This design comes from an exercise in tuning for small area, a short achievable clock period and few clock cycles per item on the open sky130 flow, not from production work. The RTL was checked by simulation tests, not by an equivalence proof against the original design. No driver is modelled on the clock port, so clocking that relies on it looks cheaper here than on a real chip. No activity file was given, so power comes from the tool's default toggle rates.

==> flow/design.v <==
module permcore (
    input  wire         clk,
    input  wire         rst,           
    input  wire         cmd_valid,
    output wire         cmd_ready,
    input  wire [162:0] cmd,
    output reg          rsp_valid,
    output reg  [1:0]   rsp_status,
    output reg  [63:0]  rsp_data
);
    localparam [1:0] PH_EMPTY = 2'd0, PH_SEEDED = 2'd1, PH_BUILT = 2'd2;
    localparam [1:0] ST_OK = 2'd0, ST_ILLEGAL = 2'd1, ST_PHASE = 2'd2;
    parameter  UPS  = 4;           
    localparam NSTG = (64 + UPS - 1) / UPS;   
    wire [2:0]  op    = cmd[2:0];
    wire [63:0] cmd_x = cmd[66:3];
    wire [31:0] cmd_a = cmd[98:67];
    wire [31:0] cmd_b = cmd[130:99];
    wire [31:0] cmd_c = cmd[162:131];
    function [63:0] rotl;
        input [63:0] x;
        input [11:0] sel;
        reg   [63:0] y, z;
        integer l, i;
        begin
            y = x;
            for (l = 0; l < 3; l = l + 1) begin
                for (i = 0; i < 64; i = i + 1)
                    z[i] = (y[i] & sel[4*l])
                         | (y[(i + 64 - (1 << (2*l))) % 64] & sel[4*l + 1])
                         | (y[(i + 64 - 2 * (1 << (2*l))) % 64] & sel[4*l + 2])
                         | (y[(i + 64 - 3 * (1 << (2*l))) % 64] & sel[4*l + 3]);
                y = z;
            end
            rotl = y;
        end
    endfunction
    function [11:0] onehot3;
        input [5:0] r;
        begin
            onehot3 = {4'b0001 << r[5:4], 4'b0001 << r[3:2], 4'b0001 << r[1:0]};
        end
    endfunction
    function [63:0] window;
        input [7:0] lo;
        input [7:0] hi;
        integer j;
        begin
            for (j = 0; j < 64; j = j + 1) window[j] = (j >= lo) && (j <= hi);
        end
    endfunction
    reg        rdy;
    reg [1:0]  phase;
    reg        building;
    reg [7:0]  bc;
    assign cmd_ready = rdy;
    wire acc = cmd_valid & rdy;
    wire ok_gload = (op == 3'd1) && (phase == PH_EMPTY);
    wire ok_gadv  = (op == 3'd2) && (phase == PH_SEEDED);
    wire ok_build = (op == 3'd3) && (phase == PH_SEEDED);
    wire is_mix   = (op == 3'd4) || (op == 3'd5);
    wire ok_mix   = is_mix && (phase == PH_BUILT);
    wire illegal  = (op == 3'd0) || (op == 3'd6) || (op == 3'd7);
    always @(posedge clk) begin
        if (rst) begin
            rdy      <= 1'b1;
            phase    <= PH_EMPTY;
            building <= 1'b0;
        end else begin
            if (acc && ok_gload) phase <= PH_SEEDED;
            if (acc && ok_build) begin
                phase    <= PH_BUILT;
                building <= 1'b1;
                rdy      <= 1'b0;
            end
            if (building) begin
                if (bc == 8'd127) rdy <= 1'b1;
                if (bc == 8'd128) building <= 1'b0;
            end
        end
    end
    always @(posedge clk)
        if (acc && ok_build) bc <= 8'd0;
        else if (building)   bc <= bc + 8'd1;
    reg [6:0]  ra, rb, rc;
    reg [63:0] state;
    reg        gz;                     
    reg [83:0] g_rot;
    reg [55:0] g_lo, g_hi;
    wire [5:0] A = ra[5:0], B = rb[5:0], Cs = rc[5:0];
    wire eA = ~ra[6], eB = ~rb[6], eC = ~rc[6];
    wire [7:0] A8 = {2'b0, A}, B8 = {2'b0, B}, C8 = {2'b0, Cs};
    wire [7:0] amb  = (A >= B) ? A8 - B8 : 8'd0;             
    wire [7:0] hi67 = (Cs >= B) ? 8'd63 : 8'd63 - B8 + C8;   
    wire       zz   = (ra == 7'd0) || (rb == 7'd0) || (rc == 7'd0);
    always @(posedge clk) begin
        gz <= zz;
        g_rot <= {onehot3(A - B + Cs), onehot3(Cs - B), onehot3(A + Cs), onehot3(Cs),
                  onehot3(A - B), onehot3(6'd0 - B), onehot3(A)};
        g_lo  <= {(zz | ~(eA & eB & eC)) ? 8'hff : C8 + amb,
                  (zz | ~(eB & eC))      ? 8'hff : C8,
                  (zz | ~(eA & eC))      ? 8'hff : A8 + C8,
                  (zz | ~eC)             ? 8'hff : C8,
                  (zz | ~(eA & eB))      ? 8'hff : amb,
                  (zz | ~eB)             ? 8'hff : 8'd0,
                  (zz | ~eA)             ? 8'hff : A8};
        g_hi  <= {hi67, hi67, 8'd63, 8'd63, 8'd63 - B8, 8'd63 - B8, 8'd63};
    end
    reg [63:0] g_out;
    integer t;
    always @(*) begin
        g_out = state & {64{~gz}};
        for (t = 0; t < 7; t = t + 1)
            g_out = g_out ^ (rotl(state, g_rot[12*t +: 12]) & window(g_lo[8*t +: 8], g_hi[8*t +: 8]));
    end
    reg [NSTG-1:0]    p_val, p_an, p_ad;
    reg [2*NSTG-1:0]  p_st;
    reg [64*NSTG-1:0] p_v;
    reg [1:0]         q_val, q_gadv;
    reg [3:0]         q_st;
    wire       built = (phase == PH_BUILT);
    wire [1:0] st_in = illegal ? ST_ILLEGAL :
                       (ok_gload | ok_gadv | ok_build | ok_mix) ? ST_OK : ST_PHASE;
    wire gstep = (q_val[0] & q_gadv[0]) | (building & ~bc[7]);
    always @(posedge clk) begin
        if (acc && ok_gload) begin
            state <= cmd_x;
            ra <= {|cmd_a[31:6], cmd_a[5:0]};
            rb <= {|cmd_b[31:6], cmd_b[5:0]};
            rc <= {|cmd_c[31:6], cmd_c[5:0]};
        end else if (gstep)
            state <= g_out;
    end
    reg [4095:0] tbl;        
    reg [63:0]   C, Cp;
    wire        b_load = building & bc[0] & ~bc[7];             
    wire        b_xor  = building & ~bc[0] & (bc != 8'd0);      
    wire [5:0]  bj     = bc[6:1];
    reg  [63:0] below, above;
    integer q;
    always @(*)
        for (q = 0; q < 64; q = q + 1) begin
            below[q] = (q < bj);
            above[q] = (q > bj);
        end
    always @(posedge clk) begin
        if (acc && ok_build) begin
            C  <= 64'd0;
            Cp <= 64'd0;
        end else if (b_load) begin
            C  <= C  ^ (~state & above);
            Cp <= Cp ^ (~state & below);
        end
        if (b_load)
            tbl <= {state, tbl[4095:64]};
        else if (b_xor)
            tbl[4095:4032] <= tbl[4095:4032] ^ state;
    end
    reg [64*NSTG-1:0] seg_out;
    reg [63:0] v, o;
    reg [UPS-1:0] s, sn, sd;
    reg x;
    integer g, i, j, b, kk, qq, lo;
    always @(*) begin
        for (g = 0; g < NSTG; g = g + 1) begin
            lo = UPS*g;
            v = p_v[64*g +: 64];
            s = {UPS{1'b0}};
            sn = {UPS{1'b0}};
            sd = {UPS{1'b0}};
            for (i = 0; i < UPS; i = i + 1) if (UPS*g + i < 64) begin
                kk = lo + i;
                x = p_ad[g] ? v[63-kk] : v[kk];
                for (j = 0; j < i; j = j + 1) begin
                    qq = lo + j;
                    x = x ^ (s[j] & (p_ad[g] ? tbl[64*(63-qq) + 63 - kk] : tbl[64*qq + kk]));
                end
                s[i]  = x;
                sn[i] = x & p_an[g];
                sd[i] = x & p_ad[g];
            end
            for (b = 0; b < 64; b = b + 1) begin
                o[b] = v[b];
                for (j = 0; j < UPS; j = j + 1) if (UPS*g + j < 64) begin
                    qq = lo + j;
                    o[b] = o[b] ^ ((sn[j] & (b != qq) & tbl[64*qq + b])
                                 | (sd[j] & (b != 63 - qq) & tbl[64*(63-qq) + b]));
                end
            end
            seg_out[64*g +: 64] = o;
        end
    end
    wire [63:0] last = seg_out[64*(NSTG-1) +: 64];
    always @(posedge clk) begin
        if (rst) begin
            p_val     <= {NSTG{1'b0}};
            q_val     <= 2'b00;
            rsp_valid <= 1'b0;
        end else begin
            p_val     <= {p_val[NSTG-2:0], acc & built};
            q_val     <= {q_val[0], acc & ~built};
            rsp_valid <= p_val[NSTG-1] | q_val[1];
        end
        p_st   <= {p_st[2*NSTG-3:0], st_in};
        p_an   <= {p_an[NSTG-2:0], ok_mix & ~op[0]};
        p_ad   <= {p_ad[NSTG-2:0], ok_mix & op[0]};
        q_st   <= {q_st[1:0], st_in};
        q_gadv <= {q_gadv[0], ok_gadv};
        p_v[63:0] <= cmd_x ^ (op[0] ? Cp : C);
        p_v[64*NSTG-1:64] <= seg_out[64*(NSTG-1)-1:0];
        rsp_status <= p_val[NSTG-1] ? p_st[2*NSTG-1 -: 2] : q_st[3:2];
        rsp_data   <= ({64{p_val[NSTG-1] & (p_an[NSTG-1] | p_ad[NSTG-1])}} & (last ^ (p_ad[NSTG-1] ? C : Cp)))
                    | ({64{q_val[1] & q_gadv[1]}} & state);
    end
endmodule
Settings: LEC_CHECK=0, CAP_MARGIN=30, CORE_MARGIN=2, CORE_UTILIZATION=55, CTS_CLUSTER_DIAMETER=100, CTS_CLUSTER_SIZE=24, SLEW_MARGIN=30; clock period 12.0 ns.
standard.sh (not shown) runs the stock make flow with config.mk's settings and CLKGATE_MAP_FILE= SYNTH_SCRIPT=/design/flow/synth_recipe.tcl, a recipe that flattens the netlist after the stock synthesis.
==> flow/flow/run.sh <==
#!/bin/bash
# The standard layout, with timing repair aimed well below the clock period
# (repair_timing works until every path has SETUP_SLACK_MARGIN ns of slack),
# long nets buffered after CTS, and extra antenna repair after global and
# after detailed routing.
set -euo pipefail
export POST_CTS_TCL="$PWD/flow/cts_post.tcl"
export POST_GLOBAL_ROUTE_TCL="$PWD/flow/grt_post.tcl"
export POST_DETAIL_ROUTE_TCL="$PWD/flow/drt_post.tcl"
bash standard.sh SETUP_SLACK_MARGIN=7.9 MAX_REPAIR_ANTENNAS_ITER_DRT=1 finish > flow_standard.log 2>&1
==> flow/flow/cts_post.tcl <==
# After clock tree synthesis: buffer every net longer than 400 um, so that
# no routed wire is long enough to break the antenna rules, then legalize.
estimate_parasitics -placement
repair_design -max_wire_length 400 -slew_margin 30 -cap_margin 30
detailed_placement
check_placement -verbose
==> flow/flow/drt_post.tcl <==
# After detailed routing and ORFS's own antenna loop: while antenna
# violations remain, add diodes (with a margin) and route again.
set my_iter 0
while { [check_antennas] && $my_iter < 8 } {
  repair_antennas -ratio_margin 30
  detailed_route {*}$::all_args
  incr my_iter
}
==> flow/flow/grt_post.tcl <==
repair_antennas -iterations 5 -ratio_margin 50
check_placement -verbose
check_antennas
Testbench counts at the start, summed over its fixed seeds: cycles 3,224, items 2,048.
Edit:
--- a/flow/flow/run.sh
+++ b/flow/flow/run.sh
@@ -3,3 +3,2 @@
-# (repair_timing works until every path has SETUP_SLACK_MARGIN ns of slack),
-# long nets buffered after CTS, and extra antenna repair after global and
-# after detailed routing.
+# (repair_timing works until every path has SETUP_SLACK_MARGIN ns of slack)
+# and extra antenna repair after global and after detailed routing.
@@ -7 +5,0 @@
-export POST_CTS_TCL="$PWD/flow/cts_post.tcl"
removed: flow/flow/cts_post.tcl
Result: Power stays flat. Sequential share of layout area is higher by 0.89 points. Maximum frequency falls by 0.57%. Global-route usage goes down by 0.16 points. Combinational power fell by about 1%. Worst setup slack loses 25 ps. Wire length is lower by 0.45%.

what the ideal ports hide:
In the flow no input, the clock included, has a driving cell. The finished layouts below were timed again as built, in two steps.
Step 1 assumes that a clkbuf_16 drives the clock port and a buf_2 every other input.
Step 2 adds t to the input delays and takes it off the output delays; t is the mean of the earliest and latest rising clock arrival at the registers after step 1. Input paths then give back, and output paths get back, about the clock's delay inside the block.
Three values: ideal, step 1, step 2; two values: the first two.
run | t, ns | setup slack, ns | hold slack, ns | worst setup path at the end | slew at the worst register clock pin (ns)
the first run | 1.153 | 7.656 / 7.656 / 6.905 | 0.328 / 0.328 / 0.328 | input to register | 0.11 / 0.11
the second run | 1.137 | 7.631 / 7.631 / 6.941 | 0.335 / 0.335 / 0.335 | input to register | 0.11 / 0.11
After both steps setup and hold are still met in every run listed. For the first run, which loses most, drivers alone change the setup slack by 0.000 ns; drivers and shift together by -0.751 ns.
